This design comes from an exercise in tuning for small area and a short achievable clock period on the open sky130 flow, not from production work.
Where RTL was checked, it was by simulation tests only, not by an equivalence proof against the original.
For run 7, only the layout was checked, not whether the RTL still works.
Power is estimated from default activity; no workload was simulated.

## flow/config.mk

```make
export PLATFORM = sky130hd
export DESIGN_NAME = fp32_add
export DESIGN_NICKNAME = fp32_add
export VERILOG_FILES = /design/flow/design.v
export SDC_FILE = /design/flow/constraint.sdc
export NUM_CORES = 4
export LEC_CHECK = 0
export CAP_MARGIN = 20
export CORE_MARGIN = 2
export CORE_UTILIZATION = 40
export SLEW_MARGIN = 20
```

## flow/constraint.sdc

```tcl
create_clock -name core_clock -period 17.0 [get_ports {clk}]
set_input_delay 3.4000 -clock core_clock [delete_from_list [all_inputs] [get_ports {clk}]]
set_output_delay 3.4000 -clock core_clock [all_outputs]
set_load 0.01 [all_outputs]
```

## flow/design.v

```verilog
module fp32_add (
    input  wire        clk,
    input  wire        rst,         
    input  wire        in_valid,
    input  wire [31:0] a,
    input  wire [31:0] b,
    output reg         out_valid,
    output reg  [31:0] y
);
    reg v0, v1, v2, v3;
    always @(posedge clk) begin
        if (rst) begin
            v0 <= 1'b0; v1 <= 1'b0; v2 <= 1'b0; v3 <= 1'b0;
            out_valid <= 1'b0;
        end else begin
            v0 <= in_valid; v1 <= v0; v2 <= v1; v3 <= v2;
            out_valid <= v3;
        end
    end
    reg [31:0] a0, b0;
    always @(posedge clk) begin
        a0 <= a;
        b0 <= b;
    end
    wire [7:0]  ea = a0[30:23];
    wire [7:0]  eb = b0[30:23];
    wire        a_max = &ea;
    wire        b_max = &eb;
    wire        a_fz  = ~|a0[22:0];
    wire        b_fz  = ~|b0[22:0];
    wire        a_nan = a_max & ~a_fz;
    wire        special = a_max | b_max;
    wire        inf_inf_opp = a_max & b_max & a_fz & b_fz & (a0[31] ^ b0[31]);
    wire        b_larger = {b0[30:0], a0[31]} > {a0[30:0], 1'b0};
    wire        swap = b_larger & ~a_nan;
    wire [31:0] big = swap ? b0 : a0;
    wire [31:0] sml = swap ? a0 : b0;
    wire [7:0]  xa = {ea[7:1], ea[0] | ~|ea};
    wire [7:0]  xb = {eb[7:1], eb[0] | ~|eb};
    wire [8:0]  d_ab = {1'b0, xa} - {1'b0, xb};
    wire [7:0]  d_ba = xb - xa;
    wire [7:0]  d    = d_ab[8] ? d_ba : d_ab[7:0];
    wire [4:0]  d_sat = d[4:0] | {5{|d[7:5]}};
    wire [23:0] m_s  = {|sml[30:23], sml[22:0]} & {24{~special}};
    wire        d0   = ea[0] ^ eb[0] ^ (~|ea) ^ (~|eb);
    wire [24:0] m_s1 = d0 ? {1'b0, m_s} : {m_s, 1'b0};
    reg  [7:0]  r1_e;       
    reg  [22:0] r1_f;       
    reg         r1_s;       
    reg  [24:0] r1_m;       
    reg  [3:0]  r1_d;       
    reg         r1_sub;
    always @(posedge clk) begin
        r1_e   <= big[30:23];
        r1_f   <= big[22:0] | {inf_inf_opp, 22'd0};
        r1_s   <= big[31] & ~inf_inf_opp;
        r1_m   <= m_s1;
        r1_d   <= d_sat[4:1];
        r1_sub <= a0[31] ^ b0[31];
    end
    wire [7:0]  x_big = {r1_e[7:1], r1_e[0] | ~|r1_e};
    wire [26:0] m_big = {|r1_e, r1_f, 3'b000};
    wire [26:0] m_sml = {r1_m, 2'b00};
    wire [4:0]  sh    = {r1_d, 1'b0};
    wire [26:0] v  = m_sml >> sh;
    wire        st = |(m_sml & ~(27'h7FFFFFF << sh));
    wire [26:0] m_al = {v[26:1], v[0] | st};
    function [27:0] add28;
        input [26:0] x;
        input [26:0] z;
        input        cin;
        reg   [27:0] g, p, gg, pp;
        integer l, i, j;
        begin
            g  = {1'b0, x & z, cin};
            p  = {1'b0, x ^ z, 1'b0};
            gg = g;
            pp = p;
            for (l = 0; l < 5; l = l + 1)
                for (i = 0; i < 28; i = i + 1)
                    if ((i >> l) & 1) begin
                        j = ((i >> l) << l) - 1;
                        gg[i] = gg[i] | (pp[i] & gg[j]);
                        pp[i] = pp[i] & pp[j];
                    end
            add28 = {gg[27], p[27:1] ^ gg[26:0]};
        end
    endfunction
    wire [27:0] s_sum = add28(m_big, m_al ^ {27{r1_sub}}, r1_sub);
    reg  [27:0] r2_sum;
    reg  [7:0]  r2_x1;      
    reg         r2_s;
    always @(posedge clk) begin
        r2_sum <= {s_sum[27] ^ r1_sub, s_sum[26:0]};
        r2_x1  <= x_big + 8'd1;
        r2_s   <= r1_s;
    end
    wire [28:0] mk_sh  = 29'h10000000 >> r2_x1[4:0];
    wire [27:0] marker = (r2_x1 <= 8'd28) ? mk_sh[27:0] : 28'd0;
    wire [27:0] lzin   = r2_sum | marker;
    function [4:0] lzc28;
        input [27:0] v;
        integer i;
        reg found;
        begin
            lzc28 = 5'd0;
            found = 1'b0;
            for (i = 27; i >= 0; i = i - 1) begin
                if (!found && v[i]) begin
                    lzc28 = 5'd27 - i[4:0];
                    found = 1'b1;
                end
            end
        end
    endfunction
    wire [4:0]  n     = lzc28(lzin);
    wire [27:0] norm  = r2_sum << n;
    wire        ovf   = r2_sum[27] & (&r2_x1);
    reg  [7:0]  r3_x1;
    reg  [4:0]  r3_n;
    reg         r3_h;       
    reg  [22:0] r3_f;
    reg         r3_g, r3_t;
    reg         r3_s;
    always @(posedge clk) begin
        r3_x1 <= r2_x1;
        r3_n  <= n;
        r3_h  <= norm[27];
        r3_f  <= norm[26:4] & {23{~ovf}};
        r3_g  <= norm[3] & ~ovf;
        r3_t  <= |norm[2:0];
        r3_s  <= r2_s;
    end
    wire [7:0]  e_pre   = (r3_x1 - {3'd0, r3_n}) & {8{r3_h}};
    wire        inc     = r3_g & (r3_f[0] | r3_t);
    wire [30:0] rounded = {e_pre, r3_f} + {30'd0, inc};
    always @(posedge clk)
        y <= {r3_s, rounded};
endmodule
```

## flow/flow/run.sh

```bash
#!/bin/bash
# The standard ORFS layout (standard.sh, unchanged synthesis), with extra
# make settings from flow/knobs.txt (one VAR=value per line):
#  - BUFFER_PORTS_ARGS: the cell used for the input/output port buffers;
#  - CTS_ARGS: clock tree buffers and clustering.
# Each step's full output goes to its own log file in this folder.
set -euo pipefail
{
  echo '#!/bin/bash'
  echo 'mapfile -t EXTRA < <(grep -v "^#" flow/knobs.txt | grep .)'
  tail -n +2 standard.sh | sed 's|"\${@:-finish}"|"${EXTRA[@]}" "${@:-finish}"|'
} > standard_knobs.sh
grep -q 'EXTRA\[@\]' standard_knobs.sh
cp standard_knobs.sh standard_knobs.sh.log
for step in synth floorplan place cts route finish; do
  bash standard_knobs.sh $step > $step.log 2>&1
done
test -f out/final.def
```

## flow/flow/knobs.txt

```
SETUP_SLACK_MARGIN=12.7
BUFFER_PORTS_ARGS=-buffer_cell sky130_fd_sc_hd__buf_1
CTS_ARGS=-sink_clustering_enable -repair_clock_nets -dont_use_dummy_load -buf_list sky130_fd_sc_hd__clkbuf_16 -sink_clustering_size 24 -sink_clustering_max_diameter 60
```

## flow/standard.sh

```bash
#!/bin/bash
# synth_recipe.tcl (not shown) runs the flow's synth.tcl, then flattens the netlist and writes it again
# the make line also repeats each setting of config.mk as NAME=value (left out here)
make -C /OpenROAD-flow-scripts/flow DESIGN_CONFIG=/design/flow/config.mk WORK_HOME=/design/flow/orfs CLKGATE_MAP_FILE= SYNTH_SCRIPT=/design/flow/synth_recipe.tcl "${@:-finish}"
```

==> results of run 1 <==
## registers in the layout, indices dropped and copies added, names as in the netlist, 4 cells and up
signal	flops
r2_sum	28
r3_n	5
r1_e	8
r1_m	25
r2_x1	8
r3_x1	8
y	32
b0	32
r1_d	4
r3_f	23
a0	32
r1_f	23
## repair_timing
item	4_1_cts	5_1_grt
gates resized for setup	52	50
gates cloned	1	2
buffers inserted	2	6
setup endpoints to repair	65	68
hold buffers	0	0
pin swaps	2	10
## cells in the final DEF (no fill, tap or decap), types with 6 or more instances in the layout
cell / netlist / routed
nand3_1: 37 / 36
nand2b_1: 7 / 7
o21ai_0: 52 / 43
a31oi_1: 14 / 13
inv_1: 83 / 80
nand4_1: 25 / 25
o21ai_1: 2 / 8
o21a_1: 8 / 8
a21oi_1: 52 / 50
nor3_1: 34 / 30
mux2_2: 48 / 48
clkbuf_16: 0 / 26
nor2b_1: 22 / 20
mux2i_1: 96 / 94
and2_1: 12 / 11
o22ai_1: 38 / 37
o221ai_1: 7 / 7
buf_2: 5 / 28
buf_1: 12 / 66
xor2_1: 42 / 42
or3_1: 10 / 10
a211oi_1: 13 / 13
a21o_1: 26 / 26
nor2_1: 109 / 108
xnor2_1: 53 / 53
nand2_1: 92 / 92
buf_4: 1 / 18
nor4_1: 25 / 25
a221oi_1: 7 / 6
dfxtp_2: 0 / 10
ha_1: 71 / 70
dfxtp_1: 240 / 230
## power by group through the flow
stage	registers, mW	clock network, mW	logic [mW]
6_report	0.865	0.457	0.877
5_1_grt	0.879	0.494	0.968
4_1_cts	0.858	0.470	0.846
3_5_place_dp	0.871	0	0.821
3_3_place_gp	0.872	0	0.825
2_1_floorplan	0.826	0	0.622
## per-stage QoR
stage / util [%] / instance area [um^2] / setup WS, ps / hold slack, ps
final: 46.34 / 14620 / 12630 / 326.4
after global placement: 43.08 / 13590 / 12320 / 314.4
after floorplan: - / 12850 / 12800 / 309.6
after detailed placement: 43.08 / 13590 / 12260 / 313.2
after CTS: 45.52 / 14360 / 12610 / 328.6
after global routing: 46.34 / 14620 / 12580 / 338.9
## layer usage
layer | vias to the layer above | global-route usage [%] | part of all wire [%] | routed length [um]
met3 | 82 | 2.164 | 5.0 | 1702
met5 | - | 0 | 0 | 0
met1 | 4962 | 25.29 | 43 | 14710
met2 | 378 | 34.73 | 48 | 16270
li1 | 5248 | - | - | -
met4 | 0 | 8.160 | 4.6 | 1558
## path summary, 6_finish.rpt
kind                               from    endpoint  cells after the start
worst max-delay path              y[12]       y[12]                      1
worst min-delay path               r2_s        r3_s                      0
worst max register to register  r1_d[0]  r2_sum[27]                     16
worst min register to register     r2_s        r3_s                      0
## area by class of cell
class / count / share of cell area (%)
multi-input cells: 1022 / 52.53
repair buffers: 121 / 4.543
flip-flops and latches: 240 / 32.94
clock buffers: 25 / 4.278
repair inverters: 1 / 0.03422
inverters: 84 / 2.233
well taps: 402 / 3.439
## kinds of logic (layout without fill, tap and decap cells)
family,after synthesis,after routing,share of synthesized area (%)
compound gates,296,297,15.63
xor+xnor,95,95,6.479
fa+ha+maj,77,77,7.853
buf+inv,140,231,4.345
flops,240,240,37.41
mux,150,150,12.69
simple gates,403,403,15.60
==> impl_metrics.ini, run 1 <==
[clock_tree]
cts_root_buf = clkbuf_16
clock_latency_ps = 550
clockBufferDepth = 3
cts_made_buffers = 25
htreeDepth = 1
cts_tree = done
path_clk_slew_ps = 90
clkSinkCount = 240

[power_and_ir_drop]
pwr-share-clk_pct = 20.8
p_sw_uw = 839.8
power_mw = 2.199
seqPwrFrac_pct = 39.4
powerDensity_mw_per_mm2 = 150.4
swShare_pct = 38.18
power.leakage_nw = 6.203
p_int_mw = 1.360
p_comb_share_pct = 39.9
irDropWorstVdd_mv = 0.07890

[sta]
slew_viol_final = 0
fmax_ghz = 0.2288
final-setup-viol-count = 0
fin_crit_sh_pct = 25.71
fin_crit_ps = 4370
slew-limit-headroom_pct = 47.28
hold_viol = 0
tns_ps = 0
finalClockSkew_ps = 68.60
grt_setup_unrepaired = yes
worst_slew_pin_slew_ps = 790.8

[worst_setup_path]
cp_max_fo = 1
cp_slowest_cell = dfxtp_1
rrSetupSlack_ps = 12810
required_ps = 13600
path_buf_inv = 1
max_stage_delay_ps = 320
endpoint_kind = output pin
path_cells = buf_2
worstSetupPathType = flip-flop to output pin
crit_arrival_ps = 970
crit_family = flip-flops
start_kind = flip-flop

[synth]
netlist_instances = 1401
yosys-top-cells-area = dfxtp_1 37%, mux2i_1 7.5%, ha_1 6.9%
async_flop_share_pct = 0
synth-seq-cells = 240
yosysMostFrequentCell = dfxtp_1
ys_types = 83
synth-warning-count = 1
ys.flop_type = dfxtp_1
syn_area_mm2 = 0.01284
yosysSeqAreaShare_pct = 37.41
synth_top_area_cell = dfxtp_1
syn-num-nets = 1545
yosysTopAreaCellShare_pct = 37.41
synth_commonest_cells = 240 x dfxtp_1, 109 x nor2_1, 96 x mux2i_1, 92 x nand2_1, 83 x inv_1
synth-edff-count = 0
syn_area_per_cell_um2 = 9.167

[die]
die_area_mm2 = 0.03355
coreArea_mm2 = 0.03156
dieHeight_um = 183.2
num_rows = 65
start_util_pct = 40.70
die_x_um = 183.2
num_io_pins = 100

[global_routing]
antenna_found_initial = 0
grt_max_degree = 65
gr-total-overflow = 0
grt_pass1_vias = 10240
grt_first_pass_wirelength_mm = 54.41
grt.total_usage_pct = 19.99

[drt]
detailroute.via_count = 10670
drt_iter0_markers = 760
via_per_inst = 5.631
drt_pass1_iterations = 5
post-route-drc-count = 0
route.detailed.wl_per_inst_um = 18.07
drtAntennaViolNets = 0
wirelength_mm = 34.24

[placement]
dp_hpwl_mm = 26.06
gp_congestion = 0.9288
dp.cells = 1859
portBuffers = 99

[run]
cap_violations = 0

[cells_and_area]
fin_nets = 1639
ff_latch_area_mm2 = 0.004817
diodes = 0
stdcell_count = 1895
fillCellCount = 3053
multiInputGateArea_mm2 = 0.007682
layout-drive-gt1-share_pct = 12.99
areaGrowthSynthToFinish_pct = 13.87

[outcome]
status = complete, no violations

[worst_hold_path]
hold_class = flip-flop to flip-flop
==> run 2, diff against run 1 <==
==> flow/flow/knobs.txt (replaced) <==
SETUP_SLACK_MARGIN=12.7
BUFFER_PORTS_ARGS=-buffer_cell sky130_fd_sc_hd__buf_1
CTS_ARGS=-sink_clustering_enable -repair_clock_nets -dont_use_dummy_load -buf_list {sky130_fd_sc_hd__clkbuf_8 sky130_fd_sc_hd__clkbuf_16} -sink_clustering_size 16 -sink_clustering_max_diameter 50
==> run 2 against run 1 <==
  * Cell area up 1.7%
  * Cell count up 0.79%
  * Clock skew down 3.5 ps
  * Still clean on timing, DRC and antenna
  * First-iteration DRC count down 5.0%
  * Critical path type unchanged
  * Core utilization up 0.77 points
  * Worst setup slack worse by 11 ps
  * Largest cell class unchanged
  * Via count up 0.78%
==> impl_metrics.ini, run 2 <==
[synth]
syn_area_per_cell_um2 = 9.167
syn-num-nets = 1545
async_flop_share_pct = 0
yosysSeqAreaShare_pct = 37.41
synth_commonest_cells = 240 x dfxtp_1, 109 x nor2_1, 96 x mux2i_1, 92 x nand2_1, 83 x inv_1
yosysTopAreaCellShare_pct = 37.41
synth-warning-count = 1
ys_types = 83
synth_top_area_cell = dfxtp_1
synth-edff-count = 0
ys.flop_type = dfxtp_1
syn_area_mm2 = 0.01284
yosysMostFrequentCell = dfxtp_1
synth-seq-cells = 240
yosys-top-cells-area = dfxtp_1 37%, mux2i_1 7.5%, ha_1 6.9%
netlist_instances = 1401

[worst_setup_path]
reg2regPathDepth = 17
cp_slowest_cell = dfxtp_1
cp.depth = 1
cp_max_fo = 1
path_cells = buf_2
crit_family = flip-flops
worstSetupPathType = flip-flop to output pin
endpoint_kind = output pin
start_kind = flip-flop
crit_arrival_ps = 980
required_ps = 13600
path_buf_inv = 1
max_stage_delay_ps = 300

[placement]
dp_hpwl_mm = 26.06
portBuffers = 99
pre_cts_ws_ps = 12260
gp_congestion = 0.9288
dp.cells = 1859

[power_and_ir_drop]
powerDensity_mw_per_mm2 = 152.4
irDropWorstVdd_mv = 0.08678
power_mw = 2.266
power.leakage_nw = 6.314

[global_routing]
grt_max_degree = 65
grt.total_usage_pct = 19.96
grt_use_met3_pct = 2.800
grt_most_used_layer = met2
met1_usage_pct = 25.00
antenna_found_initial = 0
use_met2_pct = 34.35
grt_pass1_vias = 10300
grt_first_pass_wirelength_mm = 54.34
gr-total-overflow = 0

[drt]
via_per_inst = 5.630
drtAntennaViolNets = 0
wirelength_mm = 34.54
drt_pass1_iterations = 5
post-route-drc-count = 0
route.detailed.wl_per_inst_um = 18.08
detailroute.via_count = 10750
drt_iter0_markers = 722

[cells_and_area]
reg.largest.list = a0 x32, b0 x32, y x32
stdcell_count = 1910
diodes = 0
areaGrowthSynthToFinish_pct = 15.76
final_cell_mix = 230 x dfxtp_1, 108 x nor2_1, 94 x mux2i_1
layout_commonest_cell = dfxtp_1
layout-drive-gt1-share_pct = 13.99
fin_nets = 1654

[die]
num_io_pins = 100
dieHeight_um = 183.2
start_util_pct = 40.70
num_rows = 65
coreArea_mm2 = 0.03156
die_x_um = 183.2
die_area_mm2 = 0.03355

[clock_tree]
cts_tree = done
cts_made_buffers = 30
clkSinkCount = 240
clockBufferDepth = 3
path_clk_slew_ps = 60
cts_root_buf = clkbuf_16
clock_latency_ps = 570
htreeDepth = 1

[sta]
final-setup-viol-count = 0
tns_ps = 0
slew_viol_final = 0
fmax_ghz = 0.2282
worst_slew_pin_slew_ps = 812.0
setup_slack_ps = 12620
grt_setup_unrepaired = yes
fin_crit_ps = 4382
fin_crit_sh_pct = 25.77
finalClockSkew_ps = 65.08
slew-limit-headroom_pct = 45.87
hold_viol = 0

[worst_hold_path]
hold_class = flip-flop to flip-flop
min_path_cells = 0

[outcome]
status = complete, no violations

[run]
cap_violations = 0
run 2: routing by layer:
metal | wire length, um | up-vias | share of wire, %
met5 | 0 | - | 0
met4 | 1617 | 0 | 4.7
met3 | 2004 | 90 | 5.8
met2 | 16210 | 403 | 47
met1 | 14710 | 4990 | 43
li1 | - | 5270 | -
run 2: cell families (layout without fill, tap and decap cells):
logic type,Yosys count,count (layout),share of synthesized area (%)
compound gates,296,297,15.63
fa+ha+maj,77,77,7.853
xor+xnor,95,95,6.479
mux,150,150,12.69
buf+inv,140,246,4.345
simple gates,403,403,15.60
flops,240,240,37.41
run 2: worst register-to-register path, cell delays in order (launching register included):
cell and delay [ps]:
dfxtp_1 340, or4_4 560, nor2_4 100, nor2_1 60, nor3_2 280, fa_2 260
nor2b_1 50, o21ai_1 180, a21boi_1 110, o21ai_1 230, a21o_1 230, nand3_4 120
o311a_4 400, a2111oi_4 410, o21ai_1 90, a211o_1 310, o22ai_2 250, nand2_1 70
run 2: area by class of cell:
type	instances	area, um^2
repair buffers	131	757.0
repair inverters	1	5.005
multi-input cells	1022	7701
well taps	402	503.0
fillers	3042	16690
flip-flops and latches	240	4820
inverters	84	330.3
clock buffers	30	750.7
run 2: report_power, final:
group          leakage, nW  total [mW]  internal, mW  switching [mW]
logic                 3.92       0.888         0.397           0.491
clock network        0.370       0.511         0.304           0.207
registers             2.02       0.867         0.713           0.154
run 2: repair_timing:
action                                  4_1_cts  5_1_grt
pin swaps                                     1       13
cloned                                        1        3
buffers inserted                              3       14
hold buffers                                  0        0
endpoints found under the setup margin       66       69
gates resized for setup                      51       56
run 2: final timing paths:
| path | slack [ps] | from | to |
|---|---|---|---|
| worst min register to register | 330 | r2_s | r3_s |
| worst max-delay path | 12620 | y[31] | y[31] |
| worst max register to register | 12840 | b0[23] | r1_d[1] |
| worst min-delay path | 330 | r2_s | r3_s |
run 2: stage by stage:
stage | hold slack, ps | util, % | cell area (um^2)
final | 325.2 | 47.11 | 14870
after global routing | 337.5 | 47.11 | 14870
after CTS | 327.6 | 45.92 | 14490
after detailed placement | 313.2 | 43.08 | 13590
after global placement | 314.4 | 43.08 | 13590
after floorplan | 309.6 | - | 12850
==> run 3, diff against run 2 <==
--- a/flow/design.v
+++ b/flow/design.v
@@ -35,19 +35,19 @@
     wire        swap = b_larger & ~a_nan;
     wire [31:0] big = swap ? b0 : a0;
     wire [31:0] sml = swap ? a0 : b0;
-    wire [7:0]  xa = {ea[7:1], ea[0] | ~|ea};
-    wire [7:0]  xb = {eb[7:1], eb[0] | ~|eb};
+    wire [7:0]  xa   = {ea[7:1], ea[0] | ~|ea};
+    wire [7:0]  xb   = {eb[7:1], eb[0] | ~|eb};
     wire [8:0]  d_ab = {1'b0, xa} - {1'b0, xb};
-    wire [7:0]  d_ba = xb - xa;
-    wire [7:0]  d    = d_ab[8] ? d_ba : d_ab[7:0];
-    wire [4:0]  d_sat = d[4:0] | {5{|d[7:5]}};
+    wire        neg  = d_ab[8];
+    wire        sat  = neg ? ~&d_ab[7:5] : |d_ab[7:5];
+    wire [4:0]  t    = (d_ab[4:0] ^ {5{neg}}) | {5{sat}};
     wire [23:0] m_s  = {|sml[30:23], sml[22:0]} & {24{~special}};
-    wire        d0   = ea[0] ^ eb[0] ^ (~|ea) ^ (~|eb);
-    wire [24:0] m_s1 = d0 ? {1'b0, m_s} : {m_s, 1'b0};
+    wire [25:0] m_s1 = (t[0] & neg) ? {2'b00, m_s} :
+                       (t[0] | neg) ? {1'b0, m_s, 1'b0} : {m_s, 2'b00};
     reg  [7:0]  r1_e;       
     reg  [22:0] r1_f;       
     reg         r1_s;       
-    reg  [24:0] r1_m;       
+    reg  [25:0] r1_m;       
     reg  [3:0]  r1_d;       
     reg         r1_sub;
     always @(posedge clk) begin
@@ -55,12 +55,12 @@
         r1_f   <= big[22:0] | {inf_inf_opp, 22'd0};
         r1_s   <= big[31] & ~inf_inf_opp;
         r1_m   <= m_s1;
-        r1_d   <= d_sat[4:1];
+        r1_d   <= t[4:1];
         r1_sub <= a0[31] ^ b0[31];
     end
     wire [7:0]  x_big = {r1_e[7:1], r1_e[0] | ~|r1_e};
     wire [26:0] m_big = {|r1_e, r1_f, 3'b000};
-    wire [26:0] m_sml = {r1_m, 2'b00};
+    wire [26:0] m_sml = {r1_m, 1'b0};
     wire [4:0]  sh    = {r1_d, 1'b0};
     wire [26:0] v  = m_sml >> sh;
     wire        st = |(m_sml & ~(27'h7FFFFFF << sh));
==> run 3 against run 2 <==
  * Non-clock buffer count down 14
  * Largest cell class unchanged
  * Register-to-register slack got worse by 90 ps
  * Worst setup slack gained 14 ps
  * Highest routed layer unchanged
  * Global-route usage shrank 1.4 points
  * Critical path depth is the same
==> impl_metrics.ini, run 3 <==
[worst_setup_path]
cp_slowest_cell = dfxtp_2
max_stage_delay_ps = 320
path_cells = buf_6
r2r-start = r1_d[0]
cp_max_fo = 1
rrSetupSlack_ps = 12750
start_kind = flip-flop
crit_family = flip-flops
path_buf_inv = 1
endpoint_kind = output pin
crit_arrival_ps = 970
reg2regPathDepth = 17
required_ps = 13600
startpoint = y[11]
cp.depth = 1
worstSetupPathType = flip-flop to output pin

[drt]
route.detailed.wl_per_inst_um = 16.92
drt_iter0_markers = 677
drt_pass1_iterations = 7
wirelength_mm = 31.92
post-route-drc-count = 0
drtAntennaViolNets = 0
detailroute.via_count = 10360
via_per_inst = 5.494

[synth]
synth_commonest_cells = 241 x dfxtp_1, 112 x nand2_1, 102 x nor2_1, 90 x mux2i_1, 90 x o21ai_0
ys.flop_type = dfxtp_1
yosysMostFrequentCell = dfxtp_1
yosysSeqAreaShare_pct = 37.86
netlist_instances = 1403
syn-num-nets = 1547
syn_area_mm2 = 0.01274
synth-warning-count = 1
yosys-top-cells-area = dfxtp_1 38%, ha_1 7.1%, mux2i_1 7.1%
synth-edff-count = 0
syn_area_per_cell_um2 = 9.084
async_flop_share_pct = 0
ys_types = 83
synth-seq-cells = 241
yosysTopAreaCellShare_pct = 37.86
synth_top_area_cell = dfxtp_1

[die]
die_area_mm2 = 0.03331
coreArea_mm2 = 0.03147
start_util_pct = 40.49
num_rows = 65
num_io_pins = 100
die_x_um = 182.5
dieHeight_um = 182.5

[power_and_ir_drop]
irDropWorstVdd_mv = 0.08215
power.leakage_nw = 6.101
powerDensity_mw_per_mm2 = 159.0

[cells_and_area]
fin_nets = 1630
areaGrowthSynthToFinish_pct = 13.51
reg.largest.list = a0 x32, b0 x32, y x32
final_cell_area_mm2 = 0.01447
layout_commonest_cell = dfxtp_1
fillCellCount = 3061
final_cell_mix = 232 x dfxtp_1, 112 x nand2_1, 102 x nor2_1
diodes = 0
layout-drive-gt1-share_pct = 11.19

[sta]
hold_viol = 0
tns_ps = 0
fmax_ghz = 0.2289
grt_setup_unrepaired = yes
finalClockSkew_ps = 36.86
fin_crit_sh_pct = 25.70
slew_viol_final = 0
worst_slew_pin_slew_ps = 1037
fin_crit_ps = 4368
slew-limit-headroom_pct = 30.90
final-setup-viol-count = 0

[worst_hold_path]
hp-start = r1_s
min_path_cells = 0
hold_class = flip-flop to flip-flop

[global_routing]
use_met2_pct = 32.91
met1_usage_pct = 22.11
gr-total-overflow = 0
grt_max_degree = 88
grt.total_usage_pct = 18.54
grt_most_used_layer = met2
grt_pass1_vias = 9939
grt_first_pass_wirelength_mm = 50.27
antenna_found_initial = 0
grt_use_met3_pct = 2.455

[run]
cap_violations = 0

[clock_tree]
cts_tree = done
clkSinkCount = 241
clock_latency_ps = 530
cts_root_buf = clkbuf_16
htreeDepth = 1
cts_made_buffers = 27
path_clk_slew_ps = 60
clockBufferDepth = 3
ctsHoldBuffers = 0

[placement]
dp_hpwl_mm = 24.59
gp_congestion = 0.9575
placement.cell_area_mm2 = 0.01344
portBuffers = 99

[outcome]
status = complete, no violations
-- run 3: where the power goes --
group	leakage, nW	internal, mW	switching [mW]	total, mW
registers	2.03	0.726	0.137	0.863
logic	3.74	0.434	0.533	0.967
clock network	0.333	0.275	0.196	0.471
-- run 3: layout make-up --
cell class / count / area (um^2) / share of cell area (%)
clock buffer: 27 / 675.6 / 4.670
sequential: 241 / 4836 / 33.43
multi-input combinational: 1024 / 7531 / 52.06
timing repair buffer: 117 / 631.9 / 4.368
tap: 402 / 503.0 / 3.477
inverter: 75 / 289.0 / 1.998
-- run 3: repair_timing --
item	in CTS	in global routing
setup endpoints to repair	60	78
gates cloned	0	2
pin swaps	1	14
gates resized for setup	42	49
setup buffers	1	4
-- run 3: worst register-to-register path: cells and delay by family (launching register included) --
family          cells  cell delay [ps]
fa+ha+maj           2              730
xor+xnor            2              330
buf+inv             2              390
simple gates        1              190
compound gates      9             1580
flops               1              360
mux                 1              530
-- run 3: cells by family after synthesis --
family | synth area share [%]
buffers and inverters | 4.555
adder cells (fa/ha/maj) | 7.854
XOR/XNOR | 6.529
multiplexers | 10.19
flip-flops | 37.86
AO/OA/AOI/OAI | 17.80
AND/OR/NAND/NOR | 15.22
-- run 3: path summary, 6_finish.rpt --
kind,to
max,y[11]
min,r2_s
max reg2reg,r2_sum[16]
min reg2reg,r2_s
-- run 3: stage by stage --
| stage | std cells | power (mW) | util (%) | setup slack (ps) | hold slack, ps |
|---|---|---|---|---|---|
| 2_1_floorplan | 1403 | 1.551 | - | 12720 | 309.6 |
| 3_3_place_gp | 1852 | 1.785 | 42.70 | 12330 | 313.6 |
| 3_5_place_dp | 1852 | 1.790 | 42.70 | 12240 | 314.3 |
| 4_1_cts | 1880 | 2.281 | 45.10 | 12610 | 331.0 |
| 5_1_grt | 1886 | 2.459 | 45.96 | 12570 | 332.7 |
| 6_report | 1886 | 2.301 | 45.96 | 12630 | 327.9 |
-- run 3: metal layers --
metal	vias up	share of wire [%]
met5	-	0
met4	0	5.2
met3	90	4.7
met2	339	49
met1	4743	41
li1	5189	-
==> run 4, diff against run 3 <==
==> flow/flow/knobs.txt (replaced) <==
SETUP_SLACK_MARGIN=12.7
BUFFER_PORTS_ARGS=-buffer_cell sky130_fd_sc_hd__buf_1
CTS_ARGS=-sink_clustering_enable -repair_clock_nets -dont_use_dummy_load -buf_list sky130_fd_sc_hd__clkbuf_8 -sink_clustering_size 14 -sink_clustering_max_diameter 45
==> run 4 against run 3 <==
  * Flip-flop and latch count is the same
  * Largest cell class unchanged
  * Count of clock-buffer cells in the layout grew 3
  * Via count grew 0.75%
  * Still clean
  * First-iteration DRC count shrank 8.9%
  * Clock skew grew 14 ps
  * Core utilization shrank 0.71 points
  * Maximum frequency shrank 1.2%
  * Synthesized cell count is the same
  * Area after synthesis is the same
  * Sequential power is essentially flat
  * Register-to-register slack gained 120 ps
==> impl_metrics.ini, run 4 <==
[outcome]
status = complete, no violations

[synth]
synth-seq-cells = 241
ys_types = 83
synth-edff-count = 0
synth-warning-count = 1
synth_commonest_cells = 241 x dfxtp_1, 112 x nand2_1, 102 x nor2_1, 90 x mux2i_1, 90 x o21ai_0
syn_area_mm2 = 0.01274
async_flop_share_pct = 0
yosysMostFrequentCell = dfxtp_1
netlist_instances = 1403
yosys-top-cells-area = dfxtp_1 38%, ha_1 7.1%, mux2i_1 7.1%
yosysSeqAreaShare_pct = 37.86
yosysTopAreaCellShare_pct = 37.86
syn-num-nets = 1547
syn_area_per_cell_um2 = 9.084
synth_top_area_cell = dfxtp_1
ys.flop_type = dfxtp_1

[cells_and_area]
layout-drive-gt1-share_pct = 11.89
reg.largest.list = a0 x32, b0 x32, y x32
fin_nets = 1635
layout_commonest_cell = dfxtp_1
areaGrowthSynthToFinish_pct = 11.75
final_cell_mix = 230 x dfxtp_1, 112 x nand2_1, 102 x nor2_1
diodes = 0

[worst_setup_path]
max_stage_delay_ps = 330
required_ps = 13600
cp_slowest_cell = dfxtp_2
cp_max_fo = 1
endpoint_kind = output pin
worstSetupPathType = flip-flop to output pin
start_kind = flip-flop
crit_family = flip-flops
path_cells = buf_6
path_buf_inv = 1
crit_arrival_ps = 1020
r2r-start = r2_x1[2]
startpoint = y[11]

[power_and_ir_drop]
seqPwrFrac_pct = 39.7
swShare_pct = 39.34
powerDensity_mw_per_mm2 = 152.7
p_sw_uw = 855.6
irDropWorstVdd_mv = 0.07070
p_comb_share_pct = 44.9
p_int_mw = 1.319
pwr-share-clk_pct = 15.4
power.leakage_nw = 5.994
power_mw = 2.175

[sta]
fmax_ghz = 0.2262
fin_crit_ps = 4420
fin_worst_hold_slack_ps = 329.6
finalClockSkew_ps = 50.90
slew_viol_final = 0
worst_slew_pin_slew_ps = 1037
hold_viol = 0
fin_crit_sh_pct = 26.00
tns_ps = 0
slew-limit-headroom_pct = 30.85
grt_setup_unrepaired = yes
final-setup-viol-count = 0

[die]
num_rows = 65
dieHeight_um = 182.5
die_area_mm2 = 0.03331
die_x_um = 182.5
start_util_pct = 40.49
num_io_pins = 100
coreArea_mm2 = 0.03147

[placement]
gp_congestion = 0.9575
portBuffers = 99
dp_hpwl_mm = 24.59

[global_routing]
grt.total_usage_pct = 18.56
antenna_found_initial = 0
gr-total-overflow = 0
grt_first_pass_wirelength_mm = 50.31
grt_max_degree = 88
grt_pass1_vias = 9988

[clock_tree]
cts_made_buffers = 30
clkSinkCount = 241
path_clk_slew_ps = 80
clockBufferDepth = 3
cts_tree = done
ctsHoldBuffers = 0
htreeDepth = 1
clock_latency_ps = 590
cts_root_buf = clkbuf_8

[run]
cap_violations = 0

[drt]
drt_iter0_markers = 617
via_per_inst = 5.520
detailroute.via_count = 10440
route.detailed.wl_per_inst_um = 16.99
drtAntennaViolNets = 0
drt_pass1_iterations = 5
post-route-drc-count = 0
wirelength_mm = 32.13

[worst_hold_path]
hold_class = flip-flop to flip-flop
hp-start = r2_s
[run 4: cell counts after synthesis]
No cell type changed its count.
[run 4: cell type report]
cell class / count / area [um^2]
Multi-Input combinational cell: 1024 / 7528
Sequential cell: 241 / 4841
Clock buffer: 30 / 412.9
Timing Repair Buffer: 119 / 668.1
Inverter: 75 / 289.0
Fill cell: 3099 / 17230
Tap cell: 402 / 503.0
[run 4: cell families after synthesis]
kind of cell,count (synthesis),share of synthesized area [%]
flip-flops,241,37.86
XOR/XNOR,95,6.529
buffers and inverters,139,4.555
adder cells (fa/ha/maj),77,7.854
AO/OA/AOI/OAI,335,17.80
multiplexers,118,10.19
AND/OR/NAND/NOR,398,15.22
[run 4: what timing repair did]
item,4_1_cts,5_1_grt
buffers inserted,1,5
pin swaps,1,14
gates cloned,0,3
resized for setup,42,55
setup endpoints to repair,59,78
[run 4: worst paths after layout]
kind | to | slack, ps | cells past startpoint
worst max-delay path | y[11] | 12580 | 1
worst min-delay path | r3_s | 330 | 0
worst max register to register | r3_f[20] | 12870 | 12
worst min register to register | r3_s | 330 | 0
[run 4: power groups by stage]
stage               Clock, mW  Sequential, mW  Combinational (mW)
finish                  0.335           0.863               0.976
global route            0.375           0.883                1.08
CTS                     0.350           0.856               0.939
detailed placement          0           0.869               0.920
global placement            0           0.867               0.919
floorplan                   0           0.838               0.713
[run 4: worst reg2reg max path, stage by stage, from the launching register on]
cell and delay, ps:
dfxtp_1 610, nor2b_1 510, a311o_1 270, nand3b_1 160
or3_1 230, a211oi_1 90, a311oi_2 250, buf_4 290
clkinvlp_4 460, mux2i_1 290, mux2_2 310, a221oi_1 350
o2bb2ai_1 160
[run 4: per-stage QoR]
stage | worst slack [ps] | instance area (um^2) | utilization (%) | instances
2_1_floorplan | 12720 | 12750 | - | 1403
3_3_place_gp | 12330 | 13440 | 42.70 | 1852
3_5_place_dp | 12240 | 13440 | 42.70 | 1852
4_1_cts | 12540 | 13930 | 44.26 | 1883
5_1_grt | 12510 | 14240 | 45.25 | 1891
6_report | 12580 | 14240 | 45.25 | 1891
[run 4: routing by layer]
metal / vias to the layer above / global-route usage (%) / routed length (um)
met2: 356 / 33.11 / 15580
met4: 0 / 7.774 / 1589
li1: 5202 / - / -
met3: 105 / 3.173 / 1810
met1: 4776 / 21.97 / 13150
met5: - / 0 / 0
==> run 5, diff against run 4 <==
==> flow/flow/knobs.txt (replaced) <==
SETUP_SLACK_MARGIN=12.7
BUFFER_PORTS_ARGS=-buffer_cell sky130_fd_sc_hd__buf_1
CTS_ARGS=-sink_clustering_enable -repair_clock_nets -dont_use_dummy_load -buf_list sky130_fd_sc_hd__clkbuf_8 -sink_clustering_size 14 -sink_clustering_max_diameter 45
CORE_UTILIZATION=70
PLACE_DENSITY=0.75
==> run 5 against run 4 <==
  * Cell count is 8.6% lower
  * Still clean on timing, DRC and antenna
  * Non-clock buffer count is 14 higher
  * Total power is 1.3% higher
==> impl_metrics.ini, run 5 <==
[worst_setup_path]
path_buf_inv = 1
start_kind = flip-flop
endpoint_kind = output pin
cp_max_fo = 1
max_stage_delay_ps = 320
required_ps = 13600
crit_family = flip-flops
reg2regPathDepth = 18
path_cells = buf_2
r2r_end = r2_sum[8]
rrSetupSlack_ps = 12710
crit_arrival_ps = 1020
r2r-start = r1_m[22]
worstSetupPathType = flip-flop to output pin
cp_slowest_cell = dfxtp_1

[cells_and_area]
areaGrowthSynthToFinish_pct = 10.80
layout-drive-gt1-share_pct = 12.60
final_cell_mix = 233 x dfxtp_1, 111 x nand2_1, 100 x nor2_1
fin_nets = 1646
diodes = 0
utilization_pct = 78.88
layout_commonest_cell = dfxtp_1
reg.largest.list = a0 x32, b0 x32, y x32

[drt]
detailroute.via_count = 11220
via_per_inst = 6.491
wirelength_mm = 34.11
drt_pass1_iterations = 6
route.detailed.wl_per_inst_um = 19.73
drtAntennaViolNets = 0
post-route-drc-count = 0
drt_iter0_markers = 1007

[synth]
yosysSeqAreaShare_pct = 37.86
synth_commonest_cells = 241 x dfxtp_1, 112 x nand2_1, 102 x nor2_1, 90 x mux2i_1, 90 x o21ai_0
yosysMostFrequentCell = dfxtp_1
syn_area_per_cell_um2 = 9.084
netlist_instances = 1403
synth-edff-count = 0
synth-warning-count = 1
synth_top_area_cell = dfxtp_1
yosys-top-cells-area = dfxtp_1 38%, ha_1 7.1%, mux2i_1 7.1%
syn_area_mm2 = 0.01274
async_flop_share_pct = 0
ys_types = 83
syn-num-nets = 1547
synth-seq-cells = 241
yosysTopAreaCellShare_pct = 37.86
ys.flop_type = dfxtp_1

[sta]
hold_viol = 0
slew-limit-headroom_pct = 45.07
fin_crit_sh_pct = 26.00
worst_slew_pin_slew_ps = 816.5
fmax_ghz = 0.2263
grt_setup_unrepaired = yes
finalClockSkew_ps = 64.38
tns_ps = 0
fin_worst_hold_slack_ps = 335.2
fin_crit_ps = 4419
final-setup-viol-count = 0
slew_viol_final = 0

[global_routing]
gr-total-overflow = 0
antenna_found_initial = 0
grt.total_usage_pct = 33.06
grt_pass1_vias = 10570
grt_max_degree = 88
grt_first_pass_wirelength_mm = 52.30

[placement]
dp_hpwl_mm = 24.97
portBuffers = 99
gp_congestion = 1.025

[die]
coreArea_mm2 = 0.01790
dieHeight_um = 138.9
num_rows = 49
die_x_um = 138.9
die_area_mm2 = 0.01930
num_io_pins = 100
start_util_pct = 71.19

[worst_hold_path]
hp-start = r1_s
hold_end = r2_s
min_path_cells = 0
hold_class = flip-flop to flip-flop

[clock_tree]
clock_latency_ps = 580
clkSinkCount = 241
htreeDepth = 1
clockBufferDepth = 3
path_clk_slew_ps = 80
cts_tree = done
cts_made_buffers = 27
ctsHoldBuffers = 0
cts_root_buf = clkbuf_8

[power_and_ir_drop]
power.leakage_nw = 6.055
p_comb_share_pct = 45.4
swShare_pct = 40.55
p_int_mw = 1.310
powerDensity_mw_per_mm2 = 156.0
power_mw = 2.203
pwr-share-clk_pct = 14.6
seqPwrFrac_pct = 40.0
p_sw_uw = 893.0
irDropWorstVdd_mv = 0.1334

[run]
cap_violations = 0

[outcome]
status = complete, no violations
==> run 5: cell counts after synthesis <==
Identical to the previous run, type by type.
==> run 5: cell type report <==
| type | instances | area [um^2] |
|---|---|---|
| repair buffers | 133 | 773.2 |
| multi-input cells | 1024 | 7564 |
| flip-flops and latches | 241 | 4837 |
| inverters | 75 | 289.0 |
| clock buffers | 27 | 371.6 |
| well taps | 229 | 286.5 |
| fillers | 1194 | 3781 |
==> run 5: worst max-delay path by stage <==
stage	depth (start not counted)	from	end	slack, ps
finish	1	y[6]	y[6]	12580
detailed placement	19	r1_d[0]	r2_sum[27]	12250
global route	1	y[4]	y[4]	12540
global placement	19	r1_d[0]	r2_sum[27]	12370
CTS	1	y[1]	y[1]	12550
floorplan	19	r1_d[0]	r2_sum[27]	12720
==> run 5: cell families (layout without fill, tap and decap cells) <==
kind of cell,count (synthesis),in the layout,share of synthesized area (%)
adders and majority gates,77,77,7.854
xor gates and xnor gates,95,95,6.529
AOI/OAI and AO/OA,335,335,17.80
buffers and inverters,139,235,4.555
and+or+nand+nor,398,399,15.22
DFF,241,241,37.86
muxes,118,118,10.19
==> run 5: metrics by stage <==
step | cells | cell area [um^2] | setup slack [ps]
6_report | 1729 | 14120 | 12580
5_1_grt | 1729 | 14120 | 12540
4_1_cts | 1710 | 13700 | 12550
3_5_place_dp | 1681 | 13240 | 12250
3_3_place_gp | 1680 | 13230 | 12370
2_1_floorplan | 1403 | 12750 | 12720
==> run 5: timing repair <==
| action | 4_1_cts | 5_1_grt |
|---|---|---|
| resized for setup | 42 | 55 |
| gates cloned | 0 | 4 |
| buffers inserted | 2 | 15 |
| pin swaps | 1 | 19 |
| endpoints found under the setup margin | 50 | 93 |
==> run 5: power by group through the flow <==
stage          clock network (mW)  logic [mW]  registers (mW)
2_1_floorplan                   0       0.713           0.838
3_3_place_gp                    0       0.894           0.881
3_5_place_dp                    0       0.916           0.883
4_1_cts                     0.325       0.938           0.870
5_1_grt                     0.345        1.09           0.891
6_report                    0.322        1.00           0.881
==> run 5: layer usage <==
| layer | vias up | global-route usage, % | routed length (um) |
|---|---|---|---|
| met4 | 0 | 16.37 | 2035 |
| met2 | 563 | 60.23 | 17080 |
| met5 | - | 0 | 0 |
| li1 | 5226 | - | - |
| met3 | 155 | 4.075 | 2200 |
| met1 | 5279 | 38.32 | 12800 |
==> run 6, diff against run 5 <==
==> flow/flow/knobs.txt (replaced) <==
SETUP_SLACK_MARGIN=12.7
BUFFER_PORTS_ARGS=-buffer_cell sky130_fd_sc_hd__buf_1
CTS_ARGS=-sink_clustering_enable -repair_clock_nets -dont_use_dummy_load -buf_list sky130_fd_sc_hd__clkbuf_8 -sink_clustering_size 14 -sink_clustering_max_diameter 45
ABC_AREA=1
==> run 6 against run 5 <==
  * Cell area grew 5.6%
  * Clock skew grew 4.7 ps
  * Critical path depth is the same
  * Non-clock buffer count shrank 1
  * Total power grew 4.9%
  * Core utilization shrank 33 points
  * Global-route usage shrank 12 points
  * Count of clock-buffer cells in the layout grew 9
  * Combinational power grew 6%
  * Register-to-register slack gained 320 ps
  * Critical endpoint is now y[5]
  * Highest routed layer unchanged
==> impl_metrics.ini, run 6 <==
[clock_tree]
clkSinkCount = 241
htreeDepth = 2
ctsHoldBuffers = 0
path_clk_slew_ps = 80
clock_latency_ps = 550
cts_tree = done
cts_root_buf = clkbuf_8
cts_made_buffers = 36
clockBufferDepth = 3

[sta]
hold_viol = 0
finalClockSkew_ps = 69.04
fmax_ghz = 0.2293
grt_setup_unrepaired = yes
slew-limit-headroom_pct = 43.83
final-setup-viol-count = 0
worst_slew_pin_slew_ps = 830.9
slew_viol_final = 0
fin_crit_sh_pct = 25.65
fin_crit_ps = 4361
tns_ps = 0

[drt]
via_per_inst = 5.212
drtAntennaViolNets = 0
route.detailed.wl_per_inst_um = 15.73
drt_pass1_iterations = 8
detailroute.via_count = 12270
wirelength_mm = 37.04
drt_iter0_markers = 837
post-route-drc-count = 0

[power_and_ir_drop]
powerDensity_mw_per_mm2 = 154.9
power_mw = 2.311
irDropWorstVdd_mv = 0.07400
power.leakage_nw = 6.923

[worst_hold_path]
min_path_cells = 0
hold_class = flip-flop to flip-flop

[cells_and_area]
ff_latch_area_mm2 = 0.004861
utilization_pct = 46.08
diodes = 0
areaGrowthSynthToFinish_pct = 14.24
multiInputGateArea_mm2 = 0.007372
final_cell_area_mm2 = 0.01492
fillCellCount = 3328
fin_nets = 2059
reg.largest.list = a0 x32, b0 x32, y x32
layout_commonest_cell = nand2_1
final_cell_mix = 323 x nand2_1, 224 x dfxtp_1, 219 x nand3_1
stdcell_count = 2355
layout-drive-gt1-share_pct = 10.04

[synth]
syn_area_per_cell_um2 = 7.249
synth-warning-count = 1
yosysSeqAreaShare_pct = 36.95
synth-edff-count = 0
synth_top_area_cell = dfxtp_1
yosys-top-cells-area = dfxtp_1 37%, nand2_1 9.5%, nand3_1 8.5%
syn_area_mm2 = 0.01306
async_flop_share_pct = 0
synth-seq-cells = 241
ys.flop_type = dfxtp_1
yosysMostFrequentCell = nand2_1
synth_commonest_cells = 329 x nand2_1, 241 x dfxtp_1, 222 x nand3_1, 219 x inv_1, 145 x o21ai_0
ys_types = 55
netlist_instances = 1801
syn-num-nets = 1945
yosysTopAreaCellShare_pct = 36.95

[global_routing]
grt_first_pass_wirelength_mm = 57.11
grt_max_degree = 108
grt.total_usage_pct = 20.92
grt_pass1_vias = 11470
antenna_found_initial = 0
gr-total-overflow = 0

[placement]
dp.cells = 2281
gp_congestion = 0.9399
portBuffers = 99
placement.cell_area_mm2 = 0.01370
dp_hpwl_mm = 28.13

[worst_setup_path]
path_cells = buf_6
cp_max_fo = 1
required_ps = 13600
endpoint_kind = output pin
reg2regPathDepth = 22
worstSetupPathType = flip-flop to output pin
path_buf_inv = 1
start_kind = flip-flop
crit_family = flip-flops
max_stage_delay_ps = 320
crit_arrival_ps = 960
cp.depth = 1
cp_slowest_cell = dfxtp_2

[die]
num_rows = 66
die_area_mm2 = 0.03410
coreArea_mm2 = 0.03237
dieHeight_um = 184.7
die_x_um = 184.7
start_util_pct = 40.33
num_io_pins = 100

[outcome]
status = complete, no violations

[run]
cap_violations = 0
-- run 6: changes by cell type after synthesis, sizes merged, moves of 25 or more --
cell	previous run	this run
nand3	32	226
o21ai	93	158
xnor2	56	19
xor2	39	72
nor2	102	133
inv	74	223
a21oi	48	88
mux2i	90	4
a21o	26	1
nand2	112	331
-- run 6: per-stage QoR --
step	hold slack, ps	worst slack [ps]
after floorplan	309.6	13230
after global placement	313.4	12070
after detailed placement	315.8	12050
after CTS	335.3	12600
after global routing	357.9	12600
final	337.0	12640
-- run 6: path summary, 6_finish.rpt --
check	end	start	slack, ps
setup / recovery	y[5]	y[5]	12640
hold / removal	r2_s	r1_s	340
setup reg to reg	r2_sum[21]	r1_d[0]	13030
hold reg to reg	r2_s	r1_s	340
-- run 6: kinds of logic (layout without fill, tap and decap cells) --
group	count (synthesis)	after routing	synth area share, %
simple gates	792	800	27.21
compound gates	305	305	12.86
buf+inv	291	395	8.903
flops	241	241	36.95
xor+xnor	91	91	6.104
fa+ha+maj	77	77	7.667
mux	4	4	0.3067
-- run 6: final cells by class --
| cell class | count | area share, % |
|---|---|---|
| clock buffers | 36 | 3.322 |
| inverters | 227 | 5.872 |
| multi-input cells | 1277 | 49.43 |
| flip-flops and latches | 241 | 32.59 |
| well taps | 442 | 3.708 |
| repair buffers | 132 | 5.083 |
-- run 6: metal layers --
layer  track usage, %  wire length [um]  vias to the layer above
met1            24.80             15230                     5448
met3            3.023              2248                      136
met4            9.016              1877                        0
li1                 -                 -                     6212
met2            37.52             17690                      478
met5                0                 0                        -
-- run 6: repair_timing --
action | 4_1_cts | 5_1_grt
buffers inserted | 1 | 29
gates cloned | 0 | 8
resized for setup | 55 | 84
hold endpoints to repair | 0 | 0
endpoints found under the setup margin | 100 | 102
pin swaps | 1 | 11
-- run 6: where the power goes --
| part | total, mW | internal [mW] | switching (mW) |
|---|---|---|---|
| logic | 1.06 | 0.381 | 0.678 |
| registers | 0.876 | 0.732 | 0.144 |
| clock network | 0.376 | 0.186 | 0.190 |
==> run 7, diff against run 6 <==
--- a/flow/design.v
+++ b/flow/design.v
@@ -116,22 +116,20 @@
     wire [4:0]  n     = lzc28(lzin);
     wire [27:0] norm  = r2_sum << n;
     wire        ovf   = r2_sum[27] & (&r2_x1);
-    reg  [7:0]  r3_x1;
-    reg  [4:0]  r3_n;
+    reg  [7:0]  r3_e;       
     reg         r3_h;       
     reg  [22:0] r3_f;
     reg         r3_g, r3_t;
     reg         r3_s;
     always @(posedge clk) begin
-        r3_x1 <= r2_x1;
-        r3_n  <= n;
+        r3_e  <= r2_x1 - {3'd0, n};
         r3_h  <= norm[27];
         r3_f  <= norm[26:4] & {23{~ovf}};
         r3_g  <= norm[3] & ~ovf;
         r3_t  <= |norm[2:0];
         r3_s  <= r2_s;
     end
-    wire [7:0]  e_pre   = (r3_x1 - {3'd0, r3_n}) & {8{r3_h}};
+    wire [7:0]  e_pre   = r3_e & {8{r3_h}};
     wire        inc     = r3_g & (r3_f[0] | r3_t);
     wire [30:0] rounded = {e_pre, r3_f} + {30'd0, inc};
     always @(posedge clk)
==> flow/flow/knobs.txt (replaced) <==
SETUP_SLACK_MARGIN=12.7
BUFFER_PORTS_ARGS=-buffer_cell sky130_fd_sc_hd__buf_1
CTS_ARGS=-sink_clustering_enable -repair_clock_nets -dont_use_dummy_load -buf_list sky130_fd_sc_hd__clkbuf_8 -sink_clustering_size 14 -sink_clustering_max_diameter 45
==> run 7 against run 6 <==
  * Combinational power decreased by 7%
  * Count of clock-buffer cells in the layout stayed put
  * Largest cell class unchanged
  * Flip-flop and latch count is 5 lower
  * Cell area is 1.7% higher
  * Critical path type unchanged
  * Cell count shrank 12%
  * Global-route usage increased by 0.57 points
  * Area after synthesis is 3.2% higher
==> impl_metrics.ini, run 7 <==
[clock_tree]
ctsHoldBuffers = 0
htreeDepth = 2
cts_tree = done
clkSinkCount = 236
clockBufferDepth = 3
path_clk_slew_ps = 70
clock_latency_ps = 580
cts_made_buffers = 36
cts_root_buf = clkbuf_8

[worst_hold_path]
hold_class = flip-flop to flip-flop
min_path_cells = 0

[worst_setup_path]
crit_arrival_ps = 970
endpoint_kind = output pin
path_buf_inv = 1
required_ps = 13600
cp_slowest_cell = dfxtp_2
reg2regPathDepth = 11
max_stage_delay_ps = 330
cp.depth = 1
crit_family = flip-flops
path_cells = buf_6
start_kind = flip-flop
cp_max_fo = 1
worstSetupPathType = flip-flop to output pin

[synth]
yosys-top-cells-area = dfxtp_1 35%, ha_1 6.7%, xnor2_1 4.7%
netlist_instances = 1543
syn_area_mm2 = 0.01347
yosysMostFrequentCell = dfxtp_1
synth_commonest_cells = 236 x dfxtp_1, 111 x nand2_1, 97 x o21ai_0, 88 x a21oi_1, 83 x nor2_1
synth_top_area_cell = dfxtp_1
yosysTopAreaCellShare_pct = 35.06
yosysSeqAreaShare_pct = 35.06
syn_area_per_cell_um2 = 8.732
async_flop_share_pct = 0
synth-edff-count = 0
synth-seq-cells = 236
synth-warning-count = 1
ys.flop_type = dfxtp_1
ys_types = 93
syn-num-nets = 1687

[die]
num_rows = 67
coreArea_mm2 = 0.03336
dieHeight_um = 187.5
num_io_pins = 100
start_util_pct = 40.38
die_x_um = 187.5
die_area_mm2 = 0.03517

[power_and_ir_drop]
pwr-share-clk_pct = 16.6
irDropWorstVdd_mv = 0.07522
swShare_pct = 40.73
p_sw_uw = 918.6
power.leakage_nw = 6.118
p_int_mw = 1.337
seqPwrFrac_pct = 39.8
powerDensity_mw_per_mm2 = 148.7
p_comb_share_pct = 43.6

[drt]
wirelength_mm = 39.16
route.detailed.wl_per_inst_um = 18.93
detailroute.via_count = 11960
via_per_inst = 5.782
drt_iter0_markers = 919
post-route-drc-count = 0
drtAntennaViolNets = 0
drt_pass1_iterations = 5

[global_routing]
grt_max_degree = 68
grt_first_pass_wirelength_mm = 61.17
grt_pass1_vias = 11320
grt.total_usage_pct = 21.49
antenna_found_initial = 0
gr-total-overflow = 0

[sta]
setup_slack_ps = 12630
fmax_ghz = 0.2288
slew_viol_final = 0
finalClockSkew_ps = 109.7
tns_ps = 0
hold_viol = 0
fin_crit_sh_pct = 25.71
final-setup-viol-count = 0
fin_crit_ps = 4371
grt_setup_unrepaired = yes
worst_slew_pin_slew_ps = 849.7
slew-limit-headroom_pct = 42.91

[cells_and_area]
final_cell_mix = 222 x dfxtp_1, 108 x nand2_1, 94 x o21ai_0
layout_commonest_cell = dfxtp_1
fillCellCount = 3319
ff_latch_area_mm2 = 0.004755
diodes = 0
reg.largest.list = a0 x32, b0 x32, y x32
layout-drive-gt1-share_pct = 11.97
fin_nets = 1767
multiInputGateArea_mm2 = 0.008245
areaGrowthSynthToFinish_pct = 12.57
utilization_pct = 45.46

[placement]
pre_cts_ws_ps = 12230
gp_congestion = 0.9898
portBuffers = 99
dp_hpwl_mm = 29.02

[run]
cap_violations = 0

[outcome]
status = complete, no violations
-- run 7: cell count changes after synthesis, sizes merged, moves of 35 or more --
cell and delta:
nor2 -50, and2 +35, xnor2 +53, nand2 -219, xor2 -44, o21ai -57
mux2i +52, inv -140, nand3 -153
-- run 7: kinds of logic (layout without fill, tap and decap cells) --
family                     after synthesis  count (layout)  share of synthesized area [%]
buffers and inverters                  169             245                          5.219
and+or+nand+nor                        470             471                          17.95
xor gates and xnor gates               100             100                          6.500
DFF                                    236             236                          35.06
muxes                                   81              81                          7.002
adders and majority gates               77              77                          7.429
AOI/OAI and AO/OA                      410             411                          20.84
-- run 7: final cells by class --
cell class | instances | share of cell area, %
Timing Repair inverter | 1 | 0.03300
Inverter | 83 | 2.252
Tap cell | 448 | 3.695
Sequential cell | 236 | 31.35
Clock buffer | 36 | 3.267
Multi-Input combinational cell | 1140 | 54.36
Timing Repair Buffer | 125 | 5.048
-- run 7: power groups by stage --
stage,Combinational (mW),Sequential [mW],Clock (mW)
floorplan,0.709,0.830,0
global placement,0.902,0.895,0
detailed placement,0.897,0.895,0
CTS,0.940,0.884,0.392
global route,1.08,0.914,0.415
finish,0.984,0.897,0.374
-- run 7: path summary, 6_finish.rpt --
kind / start / end / slack, ps
max: y[0] / y[0] / 12630
min: r1_s / r2_s / 330
max reg2reg: r2_x1[4] / r3_h / 12830
min reg2reg: r1_s / r2_s / 330
-- run 7: layer usage --
| metal | part of all wire (%) | GRT usage, % |
|---|---|---|
| met5 | 0 | 0 |
| met4 | 4.3 | 10.33 |
| met3 | 6.7 | 3.069 |
| met2 | 48 | 36.94 |
| met1 | 41 | 26.44 |
-- run 7: through the flow --
stage                     power [mW]  std cells  hold slack, ps  cell area [um^2]
after floorplan                1.540       1543           309.6             13490
after global placement         1.797       2015           315.1             14100
after detailed placement       1.793       2015           312.1             14100
after CTS                      2.216       2059           326.4             14860
after global routing           2.406       2069           326.9             15170
final                          2.255       2069           328.4             15170
-- run 7: what timing repair did --
item                                    CTS  global route
endpoints found under the setup margin   71            82
buffers inserted                          5             6
pin swaps                                 4            11
cloned                                    3             4
gates resized for setup                  60            49
==> run 8, diff against run 7 <==
--- a/flow/design.v
+++ b/flow/design.v
@@ -116,20 +116,22 @@
     wire [4:0]  n     = lzc28(lzin);
     wire [27:0] norm  = r2_sum << n;
     wire        ovf   = r2_sum[27] & (&r2_x1);
-    reg  [7:0]  r3_e;       
+    reg  [7:0]  r3_x1;
+    reg  [4:0]  r3_n;
     reg         r3_h;       
     reg  [22:0] r3_f;
     reg         r3_g, r3_t;
     reg         r3_s;
     always @(posedge clk) begin
-        r3_e  <= r2_x1 - {3'd0, n};
+        r3_x1 <= r2_x1;
+        r3_n  <= n;
         r3_h  <= norm[27];
         r3_f  <= norm[26:4] & {23{~ovf}};
         r3_g  <= norm[3] & ~ovf;
         r3_t  <= |norm[2:0];
         r3_s  <= r2_s;
     end
-    wire [7:0]  e_pre   = r3_e & {8{r3_h}};
+    wire [7:0]  e_pre   = (r3_x1 - {3'd0, r3_n}) & {8{r3_h}};
     wire        inc     = r3_g & (r3_f[0] | r3_t);
     wire [30:0] rounded = {e_pre, r3_f} + {30'd0, inc};
     always @(posedge clk)
==> flow/flow/knobs.txt (replaced) <==
SETUP_SLACK_MARGIN=12.7
BUFFER_PORTS_ARGS=-buffer_cell sky130_fd_sc_hd__buf_1
CTS_ARGS=-sink_clustering_enable -repair_clock_nets -dont_use_dummy_load -buf_list sky130_fd_sc_hd__clkbuf_16 -sink_clustering_size 24 -sink_clustering_max_diameter 60
==> run 8 against run 7 <==
  * Area after synthesis fell by 5.4%
  * Routed wire length decreased by 17%
  * Combinational power is 0.5% higher
  * Synthesized cell count is 9.1% lower
  * First-iteration DRC count decreased by 25%
  * Register-to-register slack about the same
  * Maximum frequency hardly changed
  * Sequential power is 3.6% lower
  * Worst setup slack better by 2.5 ps
  * Worst hold slack improved by 4.6 ps
  * Critical path type unchanged
  * Largest cell class unchanged
==> impl_metrics.ini, run 8 <==
[placement]
gp_congestion = 0.9575
dp.cells = 1852
dp_hpwl_mm = 24.59
placement.cell_area_mm2 = 0.01344
portBuffers = 99

[global_routing]
grt_pass1_vias = 9875
grt_first_pass_wirelength_mm = 50.16
antenna_found_initial = 0
grt_max_degree = 88
grt.total_usage_pct = 18.53
gr-total-overflow = 0

[cells_and_area]
areaGrowthSynthToFinish_pct = 13.45
fillCellCount = 3051
fin_nets = 1633
reg.largest.list = a0 x32, b0 x32, y x32
diodes = 0
stdcell_count = 1889
multiInputGateArea_mm2 = 0.007580
final_cell_area_mm2 = 0.01446
layout-drive-gt1-share_pct = 12.24
final_cell_mix = 230 x dfxtp_1, 111 x nand2_1, 102 x nor2_1
layout_commonest_cell = dfxtp_1
ff_latch_area_mm2 = 0.004841

[synth]
ys.flop_type = dfxtp_1
synth_top_area_cell = dfxtp_1
synth_commonest_cells = 241 x dfxtp_1, 112 x nand2_1, 102 x nor2_1, 90 x mux2i_1, 90 x o21ai_0
ys_types = 83
synth-warning-count = 1
synth-edff-count = 0
yosysMostFrequentCell = dfxtp_1
yosysSeqAreaShare_pct = 37.86
syn_area_per_cell_um2 = 9.084
synth-seq-cells = 241
syn_area_mm2 = 0.01274
syn-num-nets = 1547
yosysTopAreaCellShare_pct = 37.86
netlist_instances = 1403
async_flop_share_pct = 0
yosys-top-cells-area = dfxtp_1 38%, ha_1 7.1%, mux2i_1 7.1%

[drt]
post-route-drc-count = 0
drt_pass1_iterations = 5
route.detailed.wl_per_inst_um = 17.12
detailroute.via_count = 10380
wirelength_mm = 32.35
drtAntennaViolNets = 0
drt_iter0_markers = 688
via_per_inst = 5.495

[worst_setup_path]
cp_slowest_cell = dfxtp_1
endpoint_kind = output pin
path_buf_inv = 1
startpoint = y[31]
crit_family = flip-flops
r2r-start = r1_d[1]
required_ps = 13600
crit_arrival_ps = 970
start_kind = flip-flop
rrSetupSlack_ps = 12830
path_cells = buf_2
max_stage_delay_ps = 310
worstSetupPathType = flip-flop to output pin
cp_max_fo = 1

[sta]
worst_slew_pin_slew_ps = 1035
tns_ps = 0
fin_crit_sh_pct = 25.70
grt_setup_unrepaired = yes
finalClockSkew_ps = 71.01
final-setup-viol-count = 0
slew-limit-headroom_pct = 31.00
slew_viol_final = 0
fin_crit_ps = 4369
fmax_ghz = 0.2289
fin_worst_hold_slack_ps = 332.9
hold_viol = 0

[clock_tree]
cts_made_buffers = 21
clock_latency_ps = 540
clkSinkCount = 241
htreeDepth = 1
cts_root_buf = clkbuf_16
cts_tree = done
ctsHoldBuffers = 0
path_clk_slew_ps = 80
clockBufferDepth = 3

[power_and_ir_drop]
p_sw_uw = 866.9
pwr-share-clk_pct = 17.8
power_mw = 2.256
swShare_pct = 38.43
irDropWorstVdd_mv = 0.1042
seqPwrFrac_pct = 38.3
powerDensity_mw_per_mm2 = 156.0
p_comb_share_pct = 43.8
power.leakage_nw = 6.080
p_int_mw = 1.389

[worst_hold_path]
hold_class = flip-flop to flip-flop
hp-start = r1_s

[die]
die_x_um = 182.5
die_area_mm2 = 0.03331
num_rows = 65
coreArea_mm2 = 0.03147
num_io_pins = 100
start_util_pct = 40.49
dieHeight_um = 182.5

[run]
cap_violations = 0

[outcome]
status = complete, no violations
[run 8: final timing paths]
check                                  end  cells past startpoint
worst max-delay path                 y[31]                      1
worst min-delay path                  r2_s                      0
worst max register to register  r2_sum[27]                     16
worst min register to register        r2_s                      0
[run 8: logic make-up (layout without fill, tap and decap cells)]
logic type | count (synthesis) | after routing | synth area share, %
buf+inv | 139 | 222 | 4.555
simple gates | 398 | 399 | 15.22
fa+ha+maj | 77 | 77 | 7.854
flops | 241 | 241 | 37.86
compound gates | 335 | 335 | 17.80
xor+xnor | 95 | 95 | 6.529
mux | 118 | 118 | 10.19
[run 8: routing by layer]
metal	share of wire [%]	track usage [%]	wire length, um
met4	4.8	8.226	1555
met5	0	0	0
met3	4.6	2.814	1504
met1	42	22.09	13510
met2	49	32.90	15780
[run 8: stage by stage]
| stage | worst slack [ps] | util, % |
|---|---|---|
| 4_1_cts | 12600 | 44.69 |
| 2_1_floorplan | 12720 | - |
| 5_1_grt | 12590 | 45.94 |
| 3_3_place_gp | 12330 | 42.70 |
| 6_report | 12630 | 45.94 |
| 3_5_place_dp | 12240 | 42.70 |
[run 8: power by group through the flow]
stage          clock, mW  sequential (mW)  combinational, mW
6_report           0.403            0.865              0.989
5_1_grt            0.439            0.883               1.09
4_1_cts            0.416            0.856              0.942
3_5_place_dp           0            0.869              0.920
3_3_place_gp           0            0.867              0.919
2_1_floorplan          0            0.838              0.713
[run 8: layout make-up]
class | count | share of cell area [%]
multi-input cells | 1024 | 52.42
inverters | 75 | 1.999
flip-flops and latches | 241 | 33.48
repair buffers | 126 | 4.984
well taps | 402 | 3.479
clock buffers | 21 | 3.634
[run 8: what timing repair did]
item                       CTS  global route
resized for setup           46            59
setup endpoints to repair   60            77
pin swaps                    1            17
gates cloned                 0             3
buffers inserted             2            11

## re-timing with driven ports
In the flow no input, the clock included, has a driving cell. The finished layouts below were timed again as built, in two steps. Step 1 sets driving cells, clkbuf_16 on the clock port and buf_2 on the other inputs (assumed; they add their load-dependent delay and slew). Step 2, shift: input delay + t, output delay - t, t = (earliest + latest rising clock arrival at the registers) / 2. This alone moves slack from input paths to output paths. Three values: no drivers, after step 1, after step 2; two values: the first two.
run	t, ns	slack for setup (ns)	hold slack, ns	clock arrival spread, ns	slew at the worst register clock pin (ns)
run 1	0.569	12.630 / 12.578 / 12.810	0.326 / 0.326 / 0.326	0.070 / 0.069	0.09 / 0.09
run 2	0.587	12.618 / 12.568 / 12.839	0.325 / 0.325 / 0.325	0.065 / 0.066	0.07 / 0.07
run 3	0.566	12.632 / 12.583 / 12.753	0.328 / 0.328 / 0.328	0.043 / 0.043	0.06 / 0.06
run 4	0.614	12.580 / 12.531 / 12.867	0.330 / 0.330 / 0.330	0.057 / 0.056	0.08 / 0.08
run 5	0.592	12.581 / 12.539 / 12.707	0.335 / 0.335 / 0.335	0.068 / 0.069	0.09 / 0.09
run 6	0.559	12.639 / 12.594 / 13.027	0.337 / 0.337 / 0.337	0.069 / 0.069	0.08 / 0.08
run 7	0.568	12.629 / 12.582 / 12.834	0.328 / 0.328 / 0.328	0.112 / 0.112	0.08 / 0.08
run 8	0.551	12.631 / 12.583 / 12.828	0.333 / 0.333 / 0.333	0.073 / 0.073	0.08 / 0.08
After both steps setup and hold are still met in every run listed.
